Background: an optimization exercise with open tools, aiming at small area, a short achievable clock period and few clock cycles. Do not read the settings as production practice. No functional check of the RTL was part of any run shown here. No activity file was given, so power comes from the tool's default toggle rates.

==> flow/config.mk <==
export PLATFORM = sky130hd
export DESIGN_NAME = fehuf_decoder
export DESIGN_NICKNAME = fehuf_decoder
export VERILOG_FILES = /design/flow/design.v
export SDC_FILE = /design/flow/constraint.sdc
export NUM_CORES = 4
export LEC_CHECK = 0
export CAP_MARGIN = 20
export CORE_MARGIN = 2
export CORE_UTILIZATION = 40
export PLACE_DENSITY = 0.6
export SLEW_MARGIN = 20
==> flow/constraint.sdc <==
create_clock -name core_clock -period 5.0 [get_ports {clk}]
set_input_delay 1.0000 -clock core_clock [delete_from_list [all_inputs] [get_ports {clk}]]
set_output_delay 1.0000 -clock core_clock [all_outputs]
set_load 0.01 [all_outputs]
==> flow/design.v <==
`default_nettype none
module fehuf_decoder (
    input  wire        clk,
    input  wire        rst,             
    input  wire        start,           
    input  wire [31:0] src_off,
    input  wire [31:0] src_len,
    output wire        in_req,
    output wire [31:0] in_addr,
    input  wire        in_ack,
    input  wire [31:0] in_rdata,        
    output reg         out_valid,
    output reg  [7:0]  out_data,
    input  wire        out_ready,
    output wire [1:0]  state,           
    output reg  [3:0]  err,
    output reg         trailing,
    output reg         short_out,
    output wire [23:0] out_len,
    output wire [23:0] exp_len
);
    localparam integer D  = 2;                
    localparam integer NE = 1 << D;           
    localparam integer LB = $clog2(D + 1);    
    localparam [1:0] ST_IDLE = 2'd0, ST_BUSY = 2'd1, ST_DONE = 2'd2, ST_FAULT = 2'd3;
    localparam [1:0] PH_H1 = 2'd0,    
                     PH_H2 = 2'd1,    
                     PH_FILL = 2'd2,  
                     PH_WALK = 2'd3;  
    reg  [1:0]  st;
    reg  [1:0]  ph;
    assign state = st;
    reg  [31:0] off;
    reg  [22:0] rem;       
    reg  [31:2] ga;        
    reg  [1:0]  ga_lo;
    reg  [8:0]  x;         
    reg  [1:0]  f;         
    reg  [8:0]  cntx;      
    reg  [6:0]  p0x;       
    reg  [1:0]  bf;        
    reg  [31:0] w;         
    reg  [5:0]  n;         
    reg         mode_m;    
    reg         first;     
    reg  [D-1:0] fc;       
    reg         fld;       
    reg  [16:0] olen;
    reg  [16:0] elen;
    assign out_len = {7'd0, olen};
    assign exp_len = {7'd0, elen};
    reg [NE-1:0]    lk;
    reg [NE*LB-1:0] ll;
    reg [NE*9-1:0]  lv;
    reg [NE*2-1:0]  lf;
    function [D-1:0] rep_idx(input [D-1:0] c);
        integer i, lvl;
        begin
            lvl = 0;
            for (i = 0; i < D; i = i + 1)
                if (c[i]) lvl = i;              
            rep_idx = (c ^ ({{(D-1){1'b0}}, 1'b1} << lvl)) << (D - lvl);
        end
    endfunction
    function integer clvl(input integer c);
        integer i;
        begin
            clvl = 0;
            for (i = 0; i < D; i = i + 1)
                if ((c >> i) & 1) clvl = i + 1;
        end
    endfunction
    wire        busy  = (st == ST_BUSY);
    wire        walk  = busy && (ph == PH_WALK);
    wire        fill  = busy && (ph == PH_FILL);
    wire        eq    = (olen == elen);
    wire        remg  = |rem[22:2];
    wire        xok   = (x <= cntx);
    wire        nz    = (n != 6'd0);
    wire [31:0] ta    = off + {22'd0, x, 1'b0};
    wire        use_ga = walk && !nz && !first;
    assign in_addr = use_ga ? {ga, ga_lo} : ta;
    wire [23:0] pl      = {1'b0, rem} - {14'd0, cntx, 1'b0} - 24'd2;
    wire        len_ok6 = (rem >= 23'd6);
    assign in_req = busy && (
                      (ph == PH_H1)   ? len_ok6 :
                      (ph == PH_H2)   ? 1'b1 :
                      (ph == PH_FILL) ? (!fld && xok) :
                      (!eq && (nz ? xok : remg)));
    wire        stall = (in_req && !in_ack) || (out_valid && !out_ready);
    wire        go    = !stall;
    wire [7:0]  e0    = in_rdata[7:0];
    wire [7:0]  e1    = in_rdata[15:8];
    wire [8:0]  sum0  = x + {3'd0, e0[5:0]} + 9'd1;
    wire [8:0]  sum1  = x + {3'd0, e1[5:0]} + 9'd1;
    wire        leaf0 = f[1];
    wire        leaf1 = f[0];
    wire [D-1:0] lidx = fill ? rep_idx(fld ? fc : fc + 1'b1)
                             : (mode_m ? w[30 -: D] : w[31 -: D]);
    wire          r_k = lk[lidx];
    wire [LB-1:0] r_l = ll[lidx*LB +: LB];
    wire [8:0]    r_v = lv[lidx*9 +: 9];
    wire [1:0]    r_f = lf[lidx*2 +: 2];
    wire        b      = w[31];
    wire [7:0]  eb     = b ? e1 : e0;
    wire [8:0]  sumb   = b ? sum1 : sum0;
    wire        leafb  = b ? leaf1 : leaf0;
    wire        usable = ({{(6-LB){1'b0}}, r_l} <= n);
    wire        foldok = !r_k && ({{(6-LB){1'b0}}, r_l} < n);
    wire        lut_step = !mode_m && usable;      
    wire        mem_step = !lut_step;              
    reg  [2:0]  s;         
    always @(*) begin
        if (lut_step)
            s = {{(3-LB){1'b0}}, r_l};
        else if (leafb && mode_m && foldok)
            s = 3'd1 + {{(3-LB){1'b0}}, r_l};
        else
            s = 3'd1;
    end
    wire          fexp   = xok;
    wire          flast  = (fc == {D{1'b1}});
    integer i, c;
    always @(posedge clk) begin
        if (rst) begin
            st        <= ST_IDLE;
            out_valid <= 1'b0;
            out_data  <= 8'd0;
            err       <= 4'd0;
            trailing  <= 1'b0;
            short_out <= 1'b0;
            olen      <= 17'd0;
            elen      <= 17'd0;
        end else if (!busy) begin
            if (start) begin
                off       <= src_off;
                rem       <= {|src_len[31:22], src_len[21:0]};
                x         <= 9'd2;
                err       <= 4'd0;
                trailing  <= 1'b0;
                short_out <= 1'b0;
                olen      <= 17'd0;
                elen      <= 17'd0;
                st        <= ST_BUSY;
                ph        <= PH_H1;
            end
        end else begin
          if (out_ready)
              out_valid <= 1'b0;          
          if (go) begin
            case (ph)
                PH_H1: begin
                    if (rem < 23'd4) begin
                        err <= 4'd2;
                        st  <= ST_FAULT;
                    end else if (!len_ok6) begin
                        err <= 4'd3;
                        st  <= ST_FAULT;
                    end else begin
                        cntx <= {1'b0, in_rdata[7:0]} + 9'd2;
                        p0x  <= {1'b0, in_rdata[13:8]} + 7'd3;
                        bf   <= in_rdata[15:14];
                        x    <= 9'd0;
                        ph   <= PH_H2;
                    end
                end
                PH_H2: begin
                    if (pl[23]) begin
                        err <= 4'd3;
                        st  <= ST_FAULT;
                    end else if (in_rdata[7:0] != 8'h28) begin
                        err <= 4'd4;
                        st  <= ST_FAULT;
                    end else if (in_rdata[31:8] > 24'd65536) begin
                        err <= 4'd10;
                        st  <= ST_FAULT;
                    end else begin
                        rem  <= pl[22:0];
                        elen <= in_rdata[24:8];
                        x    <= {2'd0, p0x};
                        f    <= bf;
                        fc   <= {{(D-1){1'b0}}, 1'b1};
                        fld  <= 1'b0;
                        ph   <= PH_FILL;
                    end
                end
                PH_FILL: begin
                    if (fld) begin
                        x   <= r_k ? 9'h1ff : r_v;
                        f   <= r_f;
                        fld <= 1'b0;
                    end else begin
                        for (c = 1; c < NE; c = c + 1) begin
                            if (fc == c) begin
                                for (i = 0; i < NE; i = i + 1) begin
                                    if ((i >> (D - clvl(c) + 1)) == (c - (1 << (clvl(c) - 1)))) begin
                                        if (!fexp) begin
                                            if (c == 1) begin
                                                lk[i]            <= 1'b0;
                                                ll[i*LB +: LB]   <= {LB{1'b0}};
                                                lv[i*9 +: 9]     <= x;
                                                lf[i*2 +: 2]     <= f;
                                            end
                                        end else if (((i >> (D - clvl(c))) & 1) != 0) begin
                                            lk[i]            <= leaf1;
                                            ll[i*LB +: LB]   <= clvl(c);
                                            lv[i*9 +: 9]     <= leaf1 ? {1'b0, e1} : sum1;
                                            lf[i*2 +: 2]     <= e1[7:6];
                                        end else begin
                                            lk[i]            <= leaf0;
                                            ll[i*LB +: LB]   <= clvl(c);
                                            lv[i*9 +: 9]     <= leaf0 ? {1'b0, e0} : sum0;
                                            lf[i*2 +: 2]     <= e0[7:6];
                                        end
                                    end
                                end
                            end
                        end
                        if (flast) begin
                            x      <= cntx + 9'd1;
                            f      <= bf;
                            w      <= 32'd0;
                            n      <= 6'd0;
                            mode_m <= 1'b0;
                            first  <= 1'b1;
                            ph     <= PH_WALK;
                        end else if (fc == 1 && D > 1) begin
                            fld <= 1'b1;            
                            fc  <= fc + 1'b1;
                        end else begin
                            x   <= r_k ? 9'h1ff : r_v;
                            f   <= r_f;
                            fc  <= fc + 1'b1;
                        end
                    end
                end
                PH_WALK: begin
                    if (eq || (!nz && !remg)) begin
                        short_out <= !eq;
                        trailing  <= |rem;
                        st        <= ST_DONE;
                    end else if (!nz) begin
                        w     <= in_rdata;
                        n     <= 6'd32;
                        rem   <= rem - 23'd4;
                        ga    <= in_addr[31:2] + 30'd1;
                        if (first) begin
                            ga_lo <= in_addr[1:0];
                            x     <= {2'd0, p0x};
                        end
                        first <= 1'b0;
                    end else if (mem_step && !xok) begin
                        err  <= 4'd5;
                        olen <= 17'd0;
                        st   <= ST_FAULT;
                    end else begin
                        w <= w << s;
                        n <= n - {3'd0, s};
                        if (lut_step) begin
                            if (r_k) begin
                                out_valid <= 1'b1;
                                out_data  <= r_v[7:0];
                                olen      <= olen + 17'd1;
                            end else begin
                                x      <= r_v;
                                f      <= r_f;
                                mode_m <= 1'b1;
                            end
                        end else if (leafb) begin
                            out_valid <= 1'b1;
                            out_data  <= eb;
                            olen      <= olen + 17'd1;
                            if (mode_m && foldok) begin
                                x      <= r_v;
                                f      <= r_f;
                                mode_m <= 1'b1;
                            end else begin
                                x      <= {2'd0, p0x};
                                f      <= bf;
                                mode_m <= 1'b0;
                            end
                        end else begin
                            x      <= sumb;
                            f      <= eb[7:6];
                            mode_m <= 1'b1;
                        end
                    end
                end
            endcase
          end
        end
    end
endmodule
`default_nettype wire
==> flow/run.sh <==
#!/bin/bash
# synth_recipe.tcl (not shown) runs the flow's synth.tcl, then flattens the netlist and writes it again
# the make line also repeats each setting of config.mk as NAME=value (left out here)
make -C /OpenROAD-flow-scripts/flow DESIGN_CONFIG=/design/flow/config.mk WORK_HOME=/design/flow/orfs CLKGATE_MAP_FILE= SYNTH_SCRIPT=/design/flow/synth_recipe.tcl finish
==> metrics.yaml, run 1 <==
outcome: "timing/DRC/antenna clean"
gp_congestion: 0.967
crit_chain: "ha_1, nand3_1, a21o_1, a21o_2, or4_1, a31oi_2, clkdlybuf4s50_1"
ys_async_sr_fraction_pct: 0
layoutNonFillerInstCount: 2835
setup_ws_ns: 0.135
path_class: "flip-flop to output pin"
slowest_stage: "clkdlybuf4s50_1"
gr-total-overflow: 0
cts-root-buf: "clkbuf_16"
grt_pass1_vias: 16200
grt_use_total_pct: 27.0
place_area_um2: 21100
maxCapViolCount: 0
final_cell_area_um2: 22200
synth_cells: 2029
top_usage_layer: "met2"
cp-start-kind: "flip-flop"
ys_top_cells_by_area: "edfxtp_1, nand2_1, dfxtp_1, mux2i_1, ha_1"
cts_tree: "done"
drive_gt1_share_pct: 8.14
cp-end-kind: "output pin"
final_cell_mix: "nand2_1, edfxtp_1, clkdlybuf4s50_1"
antenna_found_initial: 2
crit_family: "compound AO/OA/AOI/OAI gates"
path_max_fanout: 11
grt_max_degree: 59
synth_edf_count: 217
area_growth_pct: 21.1
use_met3_pct: 5.33
ff2ff_path_depth: 17
hold_violations: 0
layout_min_cycle_time_ns: 4.87
first_pass_iters: 5
min_path_type: "flip-flop to flip-flop"
worstPathArrival_ns: 3.87
htreeDepth: 2
cts_hold_buf: 0
clockBufferDepth: 3
ys.flop_type: "edfxtp_1"
port-buffer-count: 184
start_util_pct: 40.4
post-route-period-util_pct: 97.3
tightest_slew_ns: 1.14
die_y_um: 218
utilization_pct: 48.9
drc: 0
routed_via_density: 5.92
numCtsBuffers: 35
worst_path_largest_cell_delay_ns: 0.60
clk_pin_slew_worst_paths_ns: 0.06
final_nets: 2387
synth_cell_types: 88
swShare_pct: 32.6
seqPwrFrac_pct: 38.9
yosysSeqAreaShare_pct: 41.2
grtUsageMet2_pct: 41.9
leakage_nw: 8.29
placed_cells: 2773
num_vias: 16800
p_switching_mw: 2.23
ys_ff_latch: 268
clk_latency_ns: 0.55
powerDensity_nw_per_um2: 308
wl_per_cell_um: 22.9
drtAntennaViolNets: 0
combPwrFrac_pct: 26.9
synth_area_um2: 18300
clock_sinks: 268
row_count: 78
coreArea_um2: 45300
cp.depth: 7
drv_slew: 0
die_x_um: 218
pwr-share-clk_pct: 34.2
dp_slack_ns: -0.197
routed_wl_um: 64900
synth_area_leader_cell: "edfxtp_1"
yosysTopAreaCellShare_pct: 35.6
skew_ns: 0.0355
max_freq_mhz: 206
grt_pass1_wl_um: 98200
hold-path-cell-count: 2
diodes: 0
p_int_mw: 4.60
hpwl_um: 48000
ys_warn_count: 1
die_area_um2: 47500
maxSlewHeadroom_pct: 23.5
use_met1_pct: 37.4
hold_ws_ns: 0.472
fin_tns_setup_ns: 0
pin_count: 199
synth_area_per_cell_um2: 9.02
path_buf_inv: 1
num-fill-cells: 4301
finalPower_mw: 6.83
final_common_cell: "nand2_1"
first_iter_violations: 1520
peakVddDrop_mv: 0.278
setup_violations: 0
cp.required_ns: 4.00
==> logic make-up after synthesis <==
kind of cell / synth area share (%)
buffers and inverters: 5.06
multiplexers: 5.48
AND/OR/NAND/NOR: 19.4
flip-flops: 41.2
other: 0.0205
adder cells (fa/ha/maj): 5.26
AO/OA/AOI/OAI: 18.6
XOR/XNOR: 5.02
==> area by class of cell <==
class                      instances  area (um2)  share of cell area (%)
multi-input combinational       1548       10100                    45.4
clock buffer                      50         963                    4.35
tap                              600         751                    3.39
timing repair buffer             261        2430                    11.0
sequential                       268        7540                    34.0
inverter                          98         368                    1.66
clock inverter                    10        47.5                   0.215
==> what timing repair did <==
item,CTS,global route
buffers inserted,0,2
resized for setup,4,15
setup endpoints to repair,40,61
gates cloned,0,0
==> final timing paths <==
kind | start | to | slack [ns]
worst max-delay path | x[3] | in_addr[18] | 0.13
worst min-delay path | err[0] | err[0] | 0.47
worst max register to register | ph[0] | x[6] | 0.26
worst min register to register | err[0] | err[0] | 0.47
==> worst min-delay path: stages, from the launching register on <==
cell and delay, ns:
dfxtp_1 0.31, nand2_1 0.06, a21oi_1 0.05
==> cell usage after synthesis (11+ instances only) <==
library cell	instances
o211ai_1	12
o21ai_0	159
mux2i_1	92
xor2_1	38
a21oi_1	104
ha_1	69
buf_4	14
inv_1	95
a211oi_1	13
a22oi_1	40
or4_1	14
buf_2	18
dfxtp_1	51
and2_1	17
nor4_1	24
clkbuf_1	86
o22ai_1	14
a21boi_0	11
edfxtp_1	217
a31oi_1	22
a21o_1	17
and3_1	21
nor2_1	130
nand2_1	291
o31ai_1	27
nand3_1	81
o21a_1	11
nor2b_1	22
xnor2_1	67
nand2b_1	12
a221o_1	15
nand4_1	26
nor3_1	41
==> routing by layer <==
| layer | vias to the layer above | part of all wire, % |
|---|---|---|
| met1 | 8130 | 44 |
| met2 | 711 | 44 |
| li1 | 7818 | - |
| met3 | 121 | 8.3 |
| met5 | - | 0.042 |
| met4 | 4 | 3.2 |
==> state kept, by name, summed over array words and instances (netlist names), 2 cells and up <==
signal,count
n,6
ph,2
bf,2
x,9
lk,4
w,32
cntx,9
ga,30
elen,17
off,32
err,4
fc,2
f,2
lf,8
st,2
p0x,7
ll,8
olen,17
out_data,8
rem,23
ga_lo,2
lv,36
==> power by group through the flow <==
stage	Combinational [mW]	Clock, mW	Sequential [mW]
6_report	1.84	2.33	2.66
5_1_grt	2.01	2.44	2.66
4_1_cts	1.80	2.37	2.65
3_5_place_dp	1.79	0	2.70
3_3_place_gp	1.77	0	2.70
2_1_floorplan	1.16	0	2.66
==> run 2: changes to the inputs <==
--- a/flow/design.v
+++ b/flow/design.v
@@ -19,7 +19,7 @@
     output wire [23:0] out_len,
     output wire [23:0] exp_len
 );
-    localparam integer D  = 2;                
+    localparam integer D  = 3;                
     localparam integer NE = 1 << D;           
     localparam integer LB = $clog2(D + 1);    
     localparam [1:0] ST_IDLE = 2'd0, ST_BUSY = 2'd1, ST_DONE = 2'd2, ST_FAULT = 2'd3;
==> run 2 against run 1 <==
Register-to-register slack got worse by 0.08 ns; highest routed layer unchanged; largest power group unchanged; fmax decreased by 1.4%; sequential share of layout area decreased by 0.34 points; setup slack got worse by 0.068 ns; core utilization increased by 0.73 points.
==> metrics.yaml, run 2 <==
gp_congestion: 0.921  # was 0.967
synth_cells: 2406  # was 2029
clk_pin_slew_worst_paths_ns: 0.06  # about the same
layoutNonFillerInstCount: 3419  # was 2835
yosysTopAreaCellShare_pct: 36.6  # was 35.6%
slowest_stage: "or4_4"  # was clkdlybuf4s50_1
die_y_um: 241  # was 218 um
synth_cell_types: 95  # was 88
post-route-period-util_pct: 98.7  # was 97.3%
hold-path-cell-count: 1  # was 2
layout_min_cycle_time_ns: 4.93  # was 4.87 ns
cts_tree: "done"  # unchanged
worst_path_largest_cell_delay_ns: 0.67  # was 0.60 ns
ys_ff_latch: 325  # was 268
powerDensity_nw_per_um2: 279  # was 308 nW/um2
maxCapViolCount: 0  # unchanged
die_x_um: 241  # was 218 um
largest_register: "lv"  # unchanged
final_common_cell: "edfxtp_1"  # was nand2_1
cp-start-kind: "flip-flop"  # unchanged
max_freq_mhz: 203  # was 206 MHz
synth_area_leader_cell: "edfxtp_1"  # unchanged
coreArea_um2: 55300  # was 45300 um2
htreeDepth: 2  # unchanged
antenna_found_initial: 2  # unchanged
synth_edf_count: 274  # was 217
holdPathEnd: "short_out"  # was err[0]
fin_tns_setup_ns: 0  # unchanged
path_max_fanout: 26  # was 11
synth_area_per_cell_um2: 9.35  # was 9.02 um2
final_cell_area_um2: 27500  # was 22200 um2
top_usage_layer: "met2"  # unchanged
pin_count: 199  # unchanged
leakage_nw: 10.1  # was 8.29 nW
grt_pass1_wl_um: 119000  # was 98200 um
ys.flop_type: "edfxtp_1"  # unchanged
peakVddDrop_mv: 0.224  # was 0.278 mV
row_count: 86  # was 78
utilization_pct: 49.7  # was 48.9%
routed_wl_um: 79200  # was 64900 um
path_class: "flip-flop to output pin"  # unchanged
num_vias: 20700  # was 16800
die_area_um2: 58200  # was 47500 um2
min_from: "short_out"  # was err[0]
cp.required_ns: 4.00  # about the same
use_met1_pct: 37.1  # was 37.4%
ff2ff_path_depth: 20  # was 17
maxSlewHeadroom_pct: 35.7  # was 23.5%
largest_register_ffs: 72  # was 36
gr-total-overflow: 0  # unchanged
ys_warn_count: 1  # unchanged
port-buffer-count: 184  # unchanged
first_iter_violations: 2011  # was 1520
clk_latency_ns: 0.60  # was 0.55 ns
clockBufferDepth: 3  # unchanged
wl_per_cell_um: 23.2  # was 22.9 um
setup_violations: 0  # unchanged
first_pass_iters: 6  # was 5
tightest_slew_ns: 0.962  # was 1.14 ns
clock_sinks: 325  # was 268
drc: 0  # unchanged
skew_ns: 0.0342  # was 0.0355 ns
drive_gt1_share_pct: 13.1  # was 8.14%
final_cell_mix: "edfxtp_1, nand2_1, clkdlybuf4s50_1"  # was nand2_1, edfxtp_1, clkdlybuf4s50_1
grt_use_total_pct: 26.6  # was 27.0%
use_met3_pct: 3.95  # was 5.33%
min_path_type: "flip-flop to flip-flop"  # unchanged
cp_common_cell: "or4_4"
hold_violations: 0  # unchanged
grt_pass1_vias: 19900  # was 16200
drv_slew: 0  # unchanged
yosysSeqAreaShare_pct: 41.1  # was 41.2%
worstPathArrival_ns: 3.93  # was 3.87 ns
final_nets: 2814  # was 2387
place_area_um2: 25900  # was 21100 um2
cp-end-kind: "output pin"  # unchanged
yosysMostFrequentCell: "nand2_1"  # unchanged
routed_via_density: 6.06  # was 5.92
ys_async_sr_fraction_pct: 0  # unchanged
crit_chain: "or4_4, or4_4, buf_4, and3_1, a221o_1, a311o_1, clkdlybuf4s50_1"  # was ha_1, nand3_1, a21o_1, a21o_2, or4_1, a31oi_2, clkdlybuf4s50_1
outcome: "timing/DRC/antenna clean"  # unchanged
synth_top_cells_by_count: "nand2_1, edfxtp_1, nor2_1"  # was nand2_1, edfxtp_1, o21ai_0
synth_area_um2: 22500  # was 18300 um2
cts-root-buf: "clkbuf_16"  # unchanged
drtAntennaViolNets: 0  # unchanged
placed_cells: 3325  # was 2773
rrSetupSlack_ns: 0.18  # was 0.26 ns
start_util_pct: 40.7  # was 40.4%
top_regs: "lv x72, off x32, w x32"  # was lv x36, off x32, w x32
ys_top_cells_by_area: "edfxtp_1, nand2_1, dfxtp_1, mux2i_1, ha_1"  # unchanged
hpwl_um: 57600  # was 48000 um
area_growth_pct: 22.1  # was 21.1%
grt_max_degree: 113  # was 59
numCtsBuffers: 41  # was 35
r2r-end: "w[31]"  # was x[6]
timing.rr.start: "fc[1]"  # was ph[0]
grtUsageMet2_pct: 41.8  # was 41.9%
run 2: critical path, delay by kind of cell (launching register included):
kind / cells / cell delay, ns
AND/OR/NAND/NOR: 3 / 1.47
AO/OA/AOI/OAI: 2 / 0.62
flip-flops: 1 / 0.45
buffers and inverters: 2 / 0.81
run 2: repair_timing:
action,4_1_cts,5_1_grt
cloned,0,2
gates resized for setup,5,22
buffers inserted,2,13
pin swaps,0,4
hold buffers,0,0
endpoints found under the hold margin,0,0
endpoints found under the setup margin,13,61
run 2: cells by family (layout without fill, tap and decap cells):
group | after synthesis | after routing | share of synthesized area [%]
adder cells (fa/ha/maj) | 76 | 76 | 4.36
other | 1 | 15 | 0.0167
AO/OA/AOI/OAI | 680 | 680 | 20.2
flip-flops | 325 | 325 | 41.1
buffers and inverters | 261 | 512 | 4.74
multiplexers | 151 | 151 | 8.21
XOR/XNOR | 105 | 105 | 4.09
AND/OR/NAND/NOR | 807 | 807 | 17.3
run 2: worst max path at each step:
stage             from     endpoint  slack, ns
6_report          n[4]  in_addr[26]       0.07
3_5_place_dp     fc[1]         w[4]      -0.07
5_1_grt          fc[1]        w[31]      -0.04
4_1_cts          fc[1]        w[31]     -0.006
2_1_floorplan  rem[15]        lf[0]      -0.12
3_3_place_gp     fc[1]        w[31]       0.03
run 2: through the flow:
step                power, mW  hold WS, ns  setup WS, ns
floorplan                4.04        0.494        -0.121
global placement         4.61        0.466        0.0256
detailed placement       4.63        0.469       -0.0706
CTS                      7.68        0.489      -0.00554
global route             7.93        0.516       -0.0373
finish                   7.67        0.487        0.0668
run 2: cell type report:
type                            count  area (um2)
Timing Repair Buffer              337        3110
Tap cell                          748         936
Clock buffer                       56        1110
Clock inverter                     20         230
Sequential cell                   325        9250
Antenna cell                        1        2.50
Multi-Input combinational cell   1833       12500
Fill cell                        5219       27800
Inverter                           99         372
run 2: where the power goes:
part	internal (mW)	switching (mW)	total, mW
Clock	1.78	1.26	3.04
Combinational	0.627	0.911	1.54
Sequential	3.03	0.0655	3.09
run 2: metal layers:
| metal | vias to the layer above | routed length (um) |
|---|---|---|
| met5 | - | 13 |
| li1 | 9517 | - |
| met3 | 176 | 6110 |
| met4 | 2 | 2820 |
| met1 | 10100 | 34300 |
| met2 | 905 | 35900 |

## static timing again, ports no longer ideal
No port has a modelled driver above. Below, the same layouts with a new extraction and two added sets of constraints. Step 1 (the two cells are an assumption about what drives the block):
set clk [get_ports {clk}]
set_driving_cell -lib_cell sky130_fd_sc_hd__clkbuf_16 $clk
set_driving_cell -lib_cell sky130_fd_sc_hd__buf_2 [delete_from_list [all_inputs] $clk]
Step 2 adds t to the input delays and takes it off the output delays; t is the mean of the earliest and latest rising clock arrival at the registers after step 1. Input paths then give back, and output paths get back, about the clock's delay inside the block. a / b / c = ideal ports / drivers / drivers and shift; a / b = the first two.
run	shift t [ns]	setup WS [ns]	clock arrival spread, ns	worst register clock-pin slew, ns	worst slew at a driven data input, ns
run 1	0.594	0.135 / 0.075 / 0.179	0.035 / 0.036	0.07 / 0.07	0.12
run 2	0.647	0.067 / 0.002 / 0.181	0.036 / 0.037	0.06 / 0.06	0.09
After both steps setup and hold are still met in every run listed.
